This is an optimization exercise on Yosys and OpenROAD, whose aim is small area, a short achievable clock period and few clock cycles, not a production implementation.
At most, simulation tests tie the RTL to the original design; equivalence was not proved.

Setup of north:
==> flow/design.v <==
module vm16_core (
    input  wire        clk,
    input  wire        rst,         
    output reg         mem_req,
    output reg         mem_we,
    output reg  [15:0] mem_addr,
    output wire [15:0] mem_wdata,
    input  wire [15:0] mem_rdata,
    input  wire        mem_ready,
    input  wire        in_valid,
    input  wire [7:0]  in_data,
    output wire        in_ready,
    output wire        out_valid,
    output reg  [7:0]  out_data,
    input  wire        out_ready,
    output wire        halted
);
    localparam [15:0] RESET_PC = 16'h3000;
    localparam [2:0] F_POS = 3'b001, F_ZRO = 3'b010, F_NEG = 3'b100;
    localparam [3:0] OP_BR   = 4'h0, OP_ADD = 4'h1, OP_LD  = 4'h2, OP_ST   = 4'h3,
                     OP_JSR  = 4'h4, OP_AND = 4'h5, OP_LDR = 4'h6, OP_STR  = 4'h7,
                     OP_RTI  = 4'h8, OP_NOT = 4'h9, OP_LDI = 4'hA, OP_STI  = 4'hB,
                     OP_JMP  = 4'hC, OP_RES = 4'hD, OP_LEA = 4'hE, OP_TRAP = 4'hF;
    localparam [3:0] S_FETCH   = 4'b0000,  
                     S_RUN     = 4'b0001,  
                     S_IND     = 4'b0010,  
                     S_STR_RD  = 4'b0011,  
                     S_IN_WAIT = 4'b0100,  
                     S_HALTED  = 4'b0101,
                     S_STR_LO  = 4'b1000,  
                     S_STR_HI  = 4'b1001,  
                     S_IN_SP   = 4'b1010,  
                     S_IN_ECHO = 4'b1011,  
                     S_H_A     = 4'b1100,  
                     S_H_L     = 4'b1101,  
                     S_H_T     = 4'b1110,  
                     S_H_NL    = 4'b1111;  
    reg [15:0] regs [0:7];
    reg [15:0] pc;        
    reg [2:0]  cond;
    reg [3:0]  state;
    reg        run;       
    reg [15:0] ir;        
    reg        putsp;
    reg [15:0] opa, opb;
    reg        ea_c;
    reg        d_mem;     
    reg        d_st;      
    reg        d_long;    
    reg        d_out;     
    reg        d_getc;    
    reg        sel_ea, sel_br, sel_opa;
    wire [3:0]  opcode = ir[15:12];
    wire [2:0]  dr     = ir[11:9];
    wire [7:0]  vector = ir[7:0];
    wire op_ldi  = opcode == OP_LDI;
    wire op_sti  = opcode == OP_STI;
    wire [15:0] r0_val = regs[0];
    wire [15:0] sum = opa + opb;
    reg  [9:0] base_p1, base_m1;
    integer k;
    always @(*) begin
        for (k = 0; k < 10; k = k + 1) begin
            base_p1[k] = opa[6+k] ^  (&(opa[15:6] |  ({10{1'b1}} << k)));
            base_m1[k] = opa[6+k] ^ ~(|(opa[15:6] &  ~({10{1'b1}} << k)));
        end
    end
    wire [9:0]  ea_hi = (ea_c == ir[5]) ? opa[15:6] : ea_c ? base_p1 : base_m1;
    wire [15:0] ea    = {ea_hi, opa[5:0]};
    wire taken = sel_br & ((dr & cond) != 3'b000);
    always @(*) begin
        if (sel_ea)
            mem_addr = ea;
        else if (sel_opa | taken)
            mem_addr = opa;
        else
            mem_addr = pc;
    end
    wire hi_next = putsp & (ir[15:8] != 8'h00);
    assign mem_wdata = opb;
    assign out_valid = state[3] | (run & d_out);
    assign in_ready  = (run & d_getc) | (state == S_IN_WAIT);
    assign halted    = (state == S_HALTED) | ((state == S_H_NL) & out_ready);
    always @(*) begin
        mem_req  = 1'b0;
        mem_we   = 1'b0;
        out_data = r0_val[7:0];
        case (state)
            S_FETCH:   mem_req = 1'b1;
            S_RUN: begin
                mem_req = ~d_long;
                mem_we  = d_st;
                if (vector[1:0] == 2'b11) out_data = 8'h3E;  
                if (vector[2])            out_data = 8'h48;  
            end
            S_IND: begin
                mem_req = 1'b1;
                mem_we  = op_sti;
            end
            S_STR_RD:  mem_req = 1'b1;
            S_STR_LO: begin
                mem_req  = ~hi_next;
                out_data = ir[7:0];
            end
            S_STR_HI: begin
                mem_req  = 1'b1;
                out_data = ir[15:8];
            end
            S_IN_SP:   out_data = 8'h20;
            S_IN_ECHO: mem_req = 1'b1;
            S_H_A:     out_data = 8'h41;
            S_H_L:     out_data = 8'h4C;
            S_H_T:     out_data = 8'h54;
            S_H_NL:    out_data = 8'h0A;
            default: ;
        endcase
    end
    wire stall = run & ((d_out & ~out_ready) | (d_getc & ~in_valid));
    reg        we;
    reg [2:0]  widx;
    reg [15:0] wdata;
    reg        setcc;
    always @(*) begin
        we    = 1'b0;
        widx  = dr;
        wdata = mem_rdata;
        setcc = 1'b0;
        if (run) begin
            case (opcode)
                OP_ADD: begin we = 1'b1; setcc = 1'b1; wdata = sum; end
                OP_AND: begin we = 1'b1; setcc = 1'b1; wdata = opa & opb; end
                OP_NOT: begin we = 1'b1; setcc = 1'b1; wdata = ~opa; end
                OP_LEA: begin we = 1'b1; setcc = 1'b1; wdata = opa; end
                OP_LD, OP_LDR: begin we = 1'b1; setcc = 1'b1; end
                OP_JSR: begin we = 1'b1; widx = 3'd7; wdata = pc; end
                OP_TRAP: if (d_getc) begin
                    we = 1'b1; widx = 3'd0; wdata = {8'h00, in_data};
                end
                default: ;
            endcase
        end else if (state == S_IND) begin
            we = op_ldi; setcc = op_ldi;
        end else if (state == S_IN_WAIT) begin
            we = 1'b1; widx = 3'd0; wdata = {8'h00, in_data};
        end
    end
    wire [2:0] flags = (wdata == 16'h0000) ? F_ZRO : wdata[15] ? F_NEG : F_POS;
    wire fetch_cyc = (state == S_FETCH) | ((state == S_IN_ECHO) & out_ready) |
                     (run & ~d_mem & ~d_long & ~stall);
    wire ir_load   = fetch_cyc & mem_ready;
    reg [3:0] state_n;
    always @(*) begin
        state_n = state;
        if (fetch_cyc) begin
            state_n = mem_ready ? S_RUN : S_FETCH;
        end else begin
            case (state)
                S_RUN:
                    if (d_mem) begin
                        if (mem_ready) state_n = (op_ldi | op_sti) ? S_IND : S_FETCH;
                    end else if (d_long) begin
                        if (vector[1:0] == 2'b11) begin           
                            if (out_ready) state_n = S_IN_SP;
                        end else if (vector[0]) begin             
                            if (out_ready) state_n = S_H_A;
                        end else begin                            
                            state_n = S_STR_RD;
                        end
                    end
                S_IND:     if (mem_ready) state_n = S_FETCH;
                S_STR_RD:  if (mem_ready) state_n = (mem_rdata == 16'h0000) ? S_FETCH : S_STR_LO;
                S_STR_LO, S_STR_HI: if (out_ready) begin
                    if (state == S_STR_LO && hi_next) state_n = S_STR_HI;
                    else if (mem_ready) state_n = (mem_rdata == 16'h0000) ? S_FETCH : S_STR_LO;
                    else state_n = S_STR_RD;
                end
                S_IN_SP:   if (out_ready) state_n = S_IN_WAIT;
                S_IN_WAIT: if (in_valid)  state_n = S_IN_ECHO;
                S_H_A:     if (out_ready) state_n = S_H_L;
                S_H_L:     if (out_ready) state_n = S_H_T;
                S_H_T:     if (out_ready) state_n = S_H_NL;
                S_H_NL:    if (out_ready) state_n = S_HALTED;
                default: ;
            endcase
        end
    end
    wire [3:0]  nop    = mem_rdata[15:12];
    wire        n_trap = (nop == OP_TRAP) & (mem_rdata[7:3] == 5'b00100);
    wire [2:0]  nvec   = mem_rdata[2:0];
    wire        nb_sr  = (nop == OP_ST) | (nop == OP_STR) | (nop == OP_STI);
    wire        nimm   = mem_rdata[5] & ((nop == OP_ADD) | (nop == OP_AND));
    wire        n_ea   = (nop == OP_LDR) | (nop == OP_STR);
    wire        n_jsr  = (nop == OP_JSR);
    wire        n_rel  = (nop == OP_BR) | (nop == OP_LD) | (nop == OP_ST) | (nop == OP_LDI) |
                         (nop == OP_STI) | (nop == OP_LEA) | (n_jsr & mem_rdata[11]);
    wire [2:0]  na_idx = mem_rdata[8:6];
    wire [7:0]  na_sel = 8'b1 << na_idx;
    wire [7:0]  nb_sel = nb_sr ? (8'b1 << mem_rdata[11:9]) : (8'b1 << mem_rdata[2:0]);
    reg  [15:0] na_reg, nb_reg;
    integer j;
    always @(*) begin
        na_reg = 16'h0000;
        nb_reg = 16'h0000;
        for (j = 0; j < 8; j = j + 1) begin
            na_reg = na_reg | ({16{na_sel[j]}} & regs[j]);
            nb_reg = nb_reg | ({16{nb_sel[j]}} & regs[j]);
        end
    end
    wire [15:0] na_val = (we && widx == na_idx) ? wdata : na_reg;
    wire        m_b    = we & (nb_sr ? (widx == mem_rdata[11:9]) : (widx == mem_rdata[2:0]));
    wire [15:0] nb_val = nimm ? {{11{mem_rdata[4]}}, mem_rdata[4:0]} :
                         m_b ? wdata : nb_reg;
    wire [6:0]  n_lo   = {1'b0, na_val[5:0]} + {1'b0, mem_rdata[5:0]};
    wire [15:0] n_off  = n_jsr ? {{5{mem_rdata[10]}}, mem_rdata[10:0]}
                               : {{7{mem_rdata[8]}},  mem_rdata[8:0]};
    wire [16:0] n_tgt  = {mem_addr, 1'b1} + {n_off, 1'b1};
    wire stay_run  = (state_n == S_RUN);
    wire n_use_opa = (state_n == S_IND) | (state_n == S_STR_RD) |
                     (state_n == S_STR_LO) | (state_n == S_STR_HI);
    integer i;
    always @(posedge clk) begin
        if (rst) begin
            for (i = 0; i < 8; i = i + 1)
                regs[i] <= 16'h0000;
            cond    <= 3'b000;
            pc      <= RESET_PC;
            state   <= S_FETCH;
            run     <= 1'b0;
            sel_ea  <= 1'b0;
            sel_br  <= 1'b0;
            sel_opa <= 1'b0;
        end else begin
            if (we) regs[widx] <= wdata;
            if (setcc) cond <= flags;
            state   <= state_n;
            run     <= stay_run;
            sel_ea  <= ir_load ? n_ea : (sel_ea & stay_run);
            sel_br  <= ir_load & (nop == OP_BR);
            sel_opa <= ir_load ? ((nop == OP_JMP) | n_jsr | (nop == OP_LD) | (nop == OP_ST) |
                                  (nop == OP_LDI) | (nop == OP_STI))
                               : (n_use_opa | (sel_opa & stay_run));
            if (fetch_cyc)
                pc <= mem_addr + {15'd0, mem_ready};
            if (ir_load) begin
                ir     <= mem_rdata;
                opa    <= n_rel ? n_tgt[16:1] :
                          n_ea  ? {na_val[15:6], n_lo[5:0]} : na_val;
                ea_c   <= n_lo[6];
                opb    <= nb_val;
                d_mem  <= n_ea | (nop == OP_LD) | (nop == OP_ST) |
                          (nop == OP_LDI) | (nop == OP_STI);
                d_st   <= (nop == OP_ST) | (nop == OP_STR);
                d_long <= n_trap & ((nvec == 3'd2) | (nvec == 3'd3) |
                                    (nvec == 3'd4) | (nvec == 3'd5));
                d_out  <= n_trap & ((nvec == 3'd1) | (nvec == 3'd3) | (nvec == 3'd5));
                d_getc <= n_trap & (nvec == 3'd0);
            end else begin
                case (state)
                    S_RUN:
                        if (d_mem) begin
                            if (mem_ready) opa <= mem_rdata;
                        end else if (d_long & ~vector[0]) begin   
                            opa   <= r0_val;
                            opb   <= 16'd1;    
                            putsp <= vector[2];
                        end
                    S_STR_RD: if (mem_ready) begin
                        ir  <= mem_rdata;
                        opa <= sum;
                    end
                    S_STR_LO, S_STR_HI:
                        if (out_ready && !(state == S_STR_LO && hi_next) && mem_ready) begin
                            ir  <= mem_rdata;
                            opa <= sum;
                        end
                    default: ;
                endcase
            end
        end
    end
endmodule
Settings: LEC_CHECK=0, ABC_AREA=1, CAP_MARGIN=20, CORE_MARGIN=2, CORE_UTILIZATION=40, SETUP_SLACK_MARGIN=4.0, SLEW_MARGIN=20, TNS_END_PERCENT=0; clock period 8.0 ns.
standard.sh (not shown) runs the stock make flow with config.mk's settings and CLKGATE_MAP_FILE= SYNTH_SCRIPT=/design/flow/synth_recipe.tcl, a recipe that flattens the netlist after the stock synthesis.
==> flow/flow/run.sh <==
#!/bin/bash
# The standard layout (the standard.sh, unchanged synthesis), with the
# input and output ports buffered by buf_2 cells rather than the placer's
# default pick.  Each tool's output goes to its own log in this folder.
export BUFFER_PORTS_ARGS="-buffer_cell sky130_fd_sc_hd__buf_2"
bash standard.sh > standard.log 2>&1
status=$?
tail -5 standard.log
exit $status
north reached the final stage; the timing, DRC and antenna checks on its layout passed.
diff inputs: north => south
--- a/flow/design.v
+++ b/flow/design.v
@@ -195,20 +195,8 @@
                          (nop == OP_STI) | (nop == OP_LEA) | (n_jsr & mem_rdata[11]);
     wire [2:0]  na_idx = mem_rdata[8:6];
-    wire [7:0]  na_sel = 8'b1 << na_idx;
-    wire [7:0]  nb_sel = nb_sr ? (8'b1 << mem_rdata[11:9]) : (8'b1 << mem_rdata[2:0]);
-    reg  [15:0] na_reg, nb_reg;
-    integer j;
-    always @(*) begin
-        na_reg = 16'h0000;
-        nb_reg = 16'h0000;
-        for (j = 0; j < 8; j = j + 1) begin
-            na_reg = na_reg | ({16{na_sel[j]}} & regs[j]);
-            nb_reg = nb_reg | ({16{nb_sel[j]}} & regs[j]);
-        end
-    end
-    wire [15:0] na_val = (we && widx == na_idx) ? wdata : na_reg;
-    wire        m_b    = we & (nb_sr ? (widx == mem_rdata[11:9]) : (widx == mem_rdata[2:0]));
+    wire [2:0]  nb_idx = nb_sr ? mem_rdata[11:9] : mem_rdata[2:0];
+    wire [15:0] na_val = (we && widx == na_idx) ? wdata : regs[na_idx];
     wire [15:0] nb_val = nimm ? {{11{mem_rdata[4]}}, mem_rdata[4:0]} :
-                         m_b ? wdata : nb_reg;
+                         (we && widx == nb_idx) ? wdata : regs[nb_idx];
     wire [6:0]  n_lo   = {1'b0, na_val[5:0]} + {1'b0, mem_rdata[5:0]};
     wire [15:0] n_off  = n_jsr ? {{5{mem_rdata[10]}}, mem_rdata[10:0]}
Findings:
Higher fraction of synthesized cell area in xor and xnor cells was reported by north, not south. Reported for north and south, number of port buffers turned out identical to the last digit. Post-layout minimum cycle time: higher on south. Relative to north, the final cell area reported for south is lower. Looking at cell at the slowest stage of the critical path, the ha_1 result is from north; the edfxtp_1 one comes from south. south: reg-to-reg setup timing slack 30 ps below north. south and north ended up with roughly the same post-route clock period utilization. After detailed routing, north needs more wire than south.
Testbench counts of south, summed over its fixed seeds: cycles 151,879.
Only the layout flow was run in north; the RTL was not checked for function there.

[afterwards: timing with drivers on the ports]
The results above use ideal ports. As a check the final layouts listed here were re-extracted and re-timed, cells and wires unchanged.
Step 1 assumes that a clkbuf_16 drives the clock port and a buf_2 every other input.
Step 2 moves the port delays by t, midway between the first and last clock arrival at a register: inputs arrive t later, outputs are due t later. That takes back most of the time a late clock gives input paths.
Three values: no drivers, after step 1, after step 2; two values: the first two.
| run | t (ns) | setup WS [ns] | hold WS [ns] | worst setup path at the end |
|---|---|---|---|---|
| north | 0.617 | 3.999 / 3.934 / 3.317 | 0.475 / 0.475 / 0.475 | input to register |
| south | 0.604 | 3.991 / 3.943 / 3.460 | 0.479 / 0.479 / 0.479 | input to register |
After both steps every run listed still meets setup and hold. The setup slack of north, which loses most, moves by -0.065 ns with the drivers and by -0.682 ns with both steps.
